Source: an optimization exercise on an open RTL-to-GDS flow (aim: small area, a short achievable clock period and few clock cycles per item). Production flows keep margins and buffers that such runs may drop. RTL that was checked went through simulation tests only; none was proved equivalent to the original. Power figures rest on the tool's default switching activity, not on a simulated workload.

==> flow/design.v (excerpt) <==
module fx25_kiss_enc (
    input  wire        clk,
    input  wire        rst,
    input  wire        chunk_valid,
    output reg         chunk_ready,
    input  wire [7:0]  chunk_len,
    input  wire [47:0] dst_call,      
    input  wire [3:0]  dst_ssid,
    input  wire [47:0] src_call,      
    input  wire [3:0]  src_ssid,
    input  wire        in_valid,
    output reg         in_ready,
    input  wire [7:0]  in_data,
    output reg         out_valid,
    input  wire        out_ready,
    output reg  [7:0]  out_data,
    output reg         out_last,
    output reg  [15:0] skip_count
);
export LEC_CHECK = 0
export CAP_MARGIN = 20
export CORE_MARGIN = 2
export CORE_UTILIZATION = 60
export SETUP_SLACK_MARGIN = 2.75
export SLEW_MARGIN = 20
create_clock -name core_clock -period 5.0 [get_ports {clk}]
standard.sh (not shown) runs the stock make flow with config.mk's settings and CLKGATE_MAP_FILE= SYNTH_SCRIPT=/design/flow/synth_recipe.tcl, a recipe that flattens the netlist after the stock synthesis.
==> flow/flow/run.sh <==
#!/bin/bash
set -euo pipefail
export BUFFER_PORTS_ARGS="-buffer_cell sky130_fd_sc_hd__buf_1"
export CTS_ARGS="-sink_clustering_enable -repair_clock_nets -dont_use_dummy_load -buf_list sky130_fd_sc_hd__clkbuf_16 -sink_clustering_size 20 -sink_clustering_max_diameter 100"
bash standard.sh > standard_flow.log 2>&1
Testbench counts at the start, summed over its fixed seeds: cycles 34,444, frames 128.
Rerun with:
--- a/flow/config.mk
+++ b/flow/config.mk
@@ -10,2 +10,2 @@
-export CORE_UTILIZATION = 60
-export SETUP_SLACK_MARGIN = 2.75
+export CORE_UTILIZATION = 70
+export SETUP_SLACK_MARGIN = 2.8
After rerunning:
- first-iteration DRC count came out lower by about 0.8%
- cell area came out lower by about 0.46%
- die area came out lower by about 14%
- via count came out higher by about 1.1%
- clock skew is about the same
- wire length came out lower by 2.9%
Rerun with:
==> flow/flow/run.sh (replaced) <==
#!/bin/bash
set -euo pipefail
export BUFFER_PORTS_ARGS="-buffer_cell sky130_fd_sc_hd__buf_1"
export CTS_ARGS="-sink_clustering_enable -repair_clock_nets -dont_use_dummy_load -buf_list sky130_fd_sc_hd__clkbuf_8 -sink_clustering_size 14 -sink_clustering_max_diameter 80"
bash standard.sh > standard_flow.log 2>&1
--- a/flow/config.mk
+++ b/flow/config.mk
@@ -10 +10 @@
-export CORE_UTILIZATION = 70
+export CORE_UTILIZATION = 60
Outcome: Worst hold slack hardly moves. Total power shrinks by about 2.6%. Sequential power hardly moves. Clock-buffer cell count goes up by 8. Routed wire length grows by 1.6%. Fmax grows by about 1.4%. Global-route usage came out lower by 3.4 points. Cell area is about the same. Clock power came out lower by 15%. Die area rose by about 16%.
Rerun with:
==> flow/flow/run.sh (replaced) <==
#!/bin/bash
set -euo pipefail
export BUFFER_PORTS_ARGS="-buffer_cell sky130_fd_sc_hd__buf_1"
export CTS_ARGS="-sink_clustering_enable -repair_clock_nets -dont_use_dummy_load -buf_list sky130_fd_sc_hd__clkbuf_16 -sink_clustering_size 20 -sink_clustering_max_diameter 100"
bash standard.sh > standard_flow.log 2>&1
--- a/flow/config.mk
+++ b/flow/config.mk
@@ -10 +10,2 @@
-export CORE_UTILIZATION = 60
+export CORE_UTILIZATION = 70
+export PLACE_DENSITY = 0.85
=> Sequential share of layout area is lower by 0.32 points. First-iteration DRC count increases by a quarter to a third. Wire length increases by a few percent. Worst setup slack gets better by 4.6 ps. Power goes up by a few percent.

========
Another version of the RTL of fx25_kiss_enc (not shown whole).
Size: about 1400 cells after synthesis, ~390 flip-flops, roughly 150 I/O pins, ~18000 µm² of cells after synthesis.
clock: 5.0 ns
lec_check: 0
cap_margin: 20
core_margin: 2
core_utilization: 60
cts_buf_list: sky130_fd_sc_hd__clkbuf_16
cts_cluster_diameter: 100
cts_cluster_size: 30
setup_slack_margin: 2.8
slew_margin: 20
run.sh (not shown) runs the stock make flow with config.mk's settings and CLKGATE_MAP_FILE= SYNTH_SCRIPT=/design/flow/synth_recipe.tcl, a recipe that flattens the netlist after the stock synthesis.
Stock flow here: none of the scripts above is used.
Testbench counts at the start, summed over its fixed seeds: cycles 34,444, frames 128.
Then changed:
==> flow/flow/run.sh (new file) <==
#!/bin/bash
set -euo pipefail
export BUFFER_PORTS_ARGS="-buffer_cell sky130_fd_sc_hd__buf_1"
export CTS_ARGS="-sink_clustering_enable -repair_clock_nets -dont_use_dummy_load -buf_list sky130_fd_sc_hd__clkbuf_16 -sink_clustering_size 20 -sink_clustering_max_diameter 100"
bash standard.sh > standard_flow.log 2>&1
==> flow/standard.sh (new file) <==
#!/bin/bash
# synth_recipe.tcl (not shown) runs the flow's synth.tcl, then flattens the netlist and writes it again
# the make line also repeats each setting of config.mk as NAME=value (left out here)
make -C /OpenROAD-flow-scripts/flow DESIGN_CONFIG=/design/flow/config.mk WORK_HOME=/design/flow/orfs CLKGATE_MAP_FILE= SYNTH_SCRIPT=/design/flow/synth_recipe.tcl "${@:-finish}"
--- a/flow/config.mk
+++ b/flow/config.mk
@@ -11,3 +10,0 @@
-export CTS_BUF_LIST = sky130_fd_sc_hd__clkbuf_16
-export CTS_CLUSTER_DIAMETER = 100
-export CTS_CLUSTER_SIZE = 30
removed: flow/run.sh
=> The new run completed with no timing, DRC or antenna violations. Synthesized area does not change. Worst hold slack stays flat. Synthesized cell count stays the same. Power went up by 1.1%. Clock-buffer cell count is higher by 5. Non-clock buffer count is higher by 10. Die area does not change.
Then changed:
--- a/flow/config.mk
+++ b/flow/config.mk
@@ -11 +11 @@
-export SETUP_SLACK_MARGIN = 2.8
+export SETUP_SLACK_MARGIN = 3.05
Die area stays the same.
Register-to-register slack is better by 0.08 ns.
Maximum frequency is higher by 3.8%.
Clock power barely changes.
Final cell count is higher by 6.7%.
Power is higher by 6.3%.
Final area is higher by 12%.
Core utilization is higher by 8.1 points.
Sequential cell count does not change.
Sequential share of layout area is lower by 5.2 points.
Combinational power is higher by 17%.

========
Setup of middle:
Another version of the RTL of fx25_kiss_enc (not shown whole).
For scale: ~390 flip-flops, ~150 I/O pins, ~18000 um2 of cells after synthesis.
Settings: LEC_CHECK=0, CAP_MARGIN=20, CORE_MARGIN=2, CORE_UTILIZATION=60, CTS_BUF_LIST=sky130_fd_sc_hd__clkbuf_8, SETUP_SLACK_MARGIN=2.8, SLEW_MARGIN=20; clock period 5.0 ns.
Stock flow here: none of the scripts above is used.
middle | status: complete | timing, DRC, antenna: pass
Modified inputs, north compared to middle
Settings: clearing CTS_BUF_LIST, which used to be sky130_fd_sc_hd__clkbuf_8.
==> flow/flow/run.sh (new file) <==
#!/bin/bash
set -euo pipefail
export BUFFER_PORTS_ARGS="-buffer_cell sky130_fd_sc_hd__buf_2"
export CTS_ARGS="-sink_clustering_enable -repair_clock_nets -dont_use_dummy_load -buf_list sky130_fd_sc_hd__clkbuf_16 -sink_clustering_size 30 -sink_clustering_max_diameter 100"
bash standard.sh > standard_flow.log 2>&1
==> flow/standard.sh (new file) <==
#!/bin/bash
# synth_recipe.tcl (not shown) runs the flow's synth.tcl, then flattens the netlist and writes it again
# the make line also repeats each setting of config.mk as NAME=value (left out here)
make -C /OpenROAD-flow-scripts/flow DESIGN_CONFIG=/design/flow/config.mk WORK_HOME=/design/flow/orfs CLKGATE_MAP_FILE= SYNTH_SCRIPT=/design/flow/synth_recipe.tcl "${@:-finish}"
removed: flow/run.sh
==> comparison <==
Diff middle -> north | area overhead of the layout relative to synthesis | decrease of 8.3 points. Changes observed in north relative to middle: buffers plus inverters on the worst setup path -1; sequential cell area share +3.3 points; design area -1500 um2; met2 wirelength from detailed routing -5.0%. middle → north: non-clock buffer count moved up, worst setup slack after layout higher.
Function was not checked in any run of this note: the RTL went through the layout flow alone.

========
fx25_kiss_enc, a different RTL version from the one above (not shown whole).
For scale: about 370 flip-flops, about 150 I/O pins, roughly 18,000 sq um of cells after synthesis.
clock: 5.0 ns
lec_check: 0
cap_margin: 20
core_margin: 2
core_utilization: 40
setup_slack_margin: 2.6
slew_margin: 20
Stock flow here: none of the scripts above is used.
==> next run, changes <==
Settings changed: SETUP_SLACK_MARGIN 2.6 to 2.9.
Result:
- non-clock buffer count grows by 80
- hold slack is better by 0.0054 ns
- total power grows by a few percent
- worst setup slack is about the same
- cell count goes up by a few percent
- area after synthesis does not change
- maximum frequency barely changes
- register-to-register slack is about the same
- global-route usage rose by 0.70 points
- core utilization climbs by 3.0 points
No functional check of the RTL was part of any run of this note.

========
job 3844:
RTL: one of the versions met above, not the one the previous note started from.
Size in the first run: about 1300 cells after synthesis, about 380 flip-flops, ~150 I/O pins.
clock: 5.0 ns
lec_check: 0
cap_margin: 20
core_margin: 2
core_utilization: 70
place_density: 0.85
setup_slack_margin: 2.8
slew_margin: 20
standard.sh (not shown) runs the stock make flow with config.mk's settings and CLKGATE_MAP_FILE= SYNTH_SCRIPT=/design/flow/synth_recipe.tcl, a recipe that flattens the netlist after the stock synthesis.
==> flow/flow/run.sh <==
#!/bin/bash
set -euo pipefail
export BUFFER_PORTS_ARGS="-buffer_cell sky130_fd_sc_hd__buf_1"
export CTS_ARGS="-sink_clustering_enable -repair_clock_nets -dont_use_dummy_load -buf_list sky130_fd_sc_hd__clkbuf_8 -sink_clustering_size 14 -sink_clustering_max_diameter 80"
bash standard.sh > standard_flow.log 2>&1
Testbench counts of job 3844, summed over its fixed seeds: cycles 34,444, frames 128.
Modified inputs, job 6342 compared to job 3844
# job 3844
export LEC_CHECK = 0
export CAP_MARGIN = 20
export CORE_MARGIN = 2
export CORE_UTILIZATION = 70
export PLACE_DENSITY = 0.85
export SETUP_SLACK_MARGIN = 2.8
export SLEW_MARGIN = 20
create_clock -name core_clock -period 5.0 [get_ports {clk}]
# job 6342
export LEC_CHECK = 0
export CAP_MARGIN = 20
export CORE_MARGIN = 2
export CORE_UTILIZATION = 60
export PLACE_DENSITY = 0.8
export SETUP_SLACK_MARGIN = 2.85
export SLEW_MARGIN = 20
create_clock -name core_clock -period 5.0 [get_ports {clk}]
==> notes.md <==
- Layout overhead on the synthesized area was lower in job 3844 than in job 6342.
- Static leakage: job 6342 > job 3844
- [job 6342] total net switching power rose about 0.9% relative to job 3844
- Compare job 6342 and job 3844 | sequential fraction of design power lower: job 6342
- In terms of portion of total power attributed to combinational logic, job 6342 and job 3844 differ only marginally.
- Status: portion of total power attributed to the clock network parity (job 3844, job 6342)
- met1 demand-to-capacity share in global routing came out lower on job 6342 than on job 3844.
- Final-layout non-clock buffer area share (lower): job 3844
- Worst setup slack after placement delta (job 6342 − job 3844): favourable

==> static timing again, ports no longer ideal <==
No port has a modelled driver above. Below, the same layouts with a new extraction and two added sets of constraints. Step 1 (the two cells are an assumption about what drives the block):
set clk [get_ports {clk}]
set_driving_cell -lib_cell sky130_fd_sc_hd__clkbuf_16 $clk
set_driving_cell -lib_cell sky130_fd_sc_hd__buf_2 [delete_from_list [all_inputs] $clk]
Step 2 moves the port delays by t, midway between the first and last clock arrival at a register: inputs arrive t later, outputs are due t later. That takes back most of the time a late clock gives input paths. Slacks: ideal / step 1 / step 2; pairs: ideal / step 1.
run | t, ns | slack for setup (ns) | clock arrival spread, ns
the first run of note 1 | 0.561 | 2.815 / 2.765 / 2.342 | 0.058 / 0.058
the second run of note 1 | 0.549 | 2.812 / 2.812 / 2.300 | 0.048 / 0.047
the third run of note 1 | 0.620 | 2.843 / 2.816 / 2.273 | 0.072 / 0.072
the fourth run of note 1 | 0.558 | 2.847 / 2.834 / 2.306 | 0.044 / 0.043
the first run of note 2 | 0.571 | 2.675 / 2.675 / 2.251 | 0.024 / 0.023
the second run of note 2 | 0.571 | 2.831 / 2.795 / 2.289 | 0.029 / 0.028
the third run of note 2 | 0.572 | 2.911 / 2.879 / 2.465 | 0.029 / 0.028
middle | 0.657 | 2.731 / 2.731 / 2.149 | 0.023 / 0.022
north | 0.556 | 2.757 / 2.757 / 2.282 | 0.056 / 0.056
the first run of note 4 | 0.589 | 2.481 / 2.481 / 2.021 | 0.025 / 0.025
the second run of note 4 | 0.618 | 2.484 / 2.484 / 2.011 | 0.015 / 0.014
job 3844 | 0.619 | 2.798 / 2.798 / 2.238 | 0.057 / 0.057
job 6342 | 0.637 | 2.846 / 2.801 / 2.353 | 0.036 / 0.036
After both steps setup and hold are still met in every run listed. For middle, which loses most, drivers alone change the setup slack by 0.000 ns; drivers and shift together by -0.582 ns.
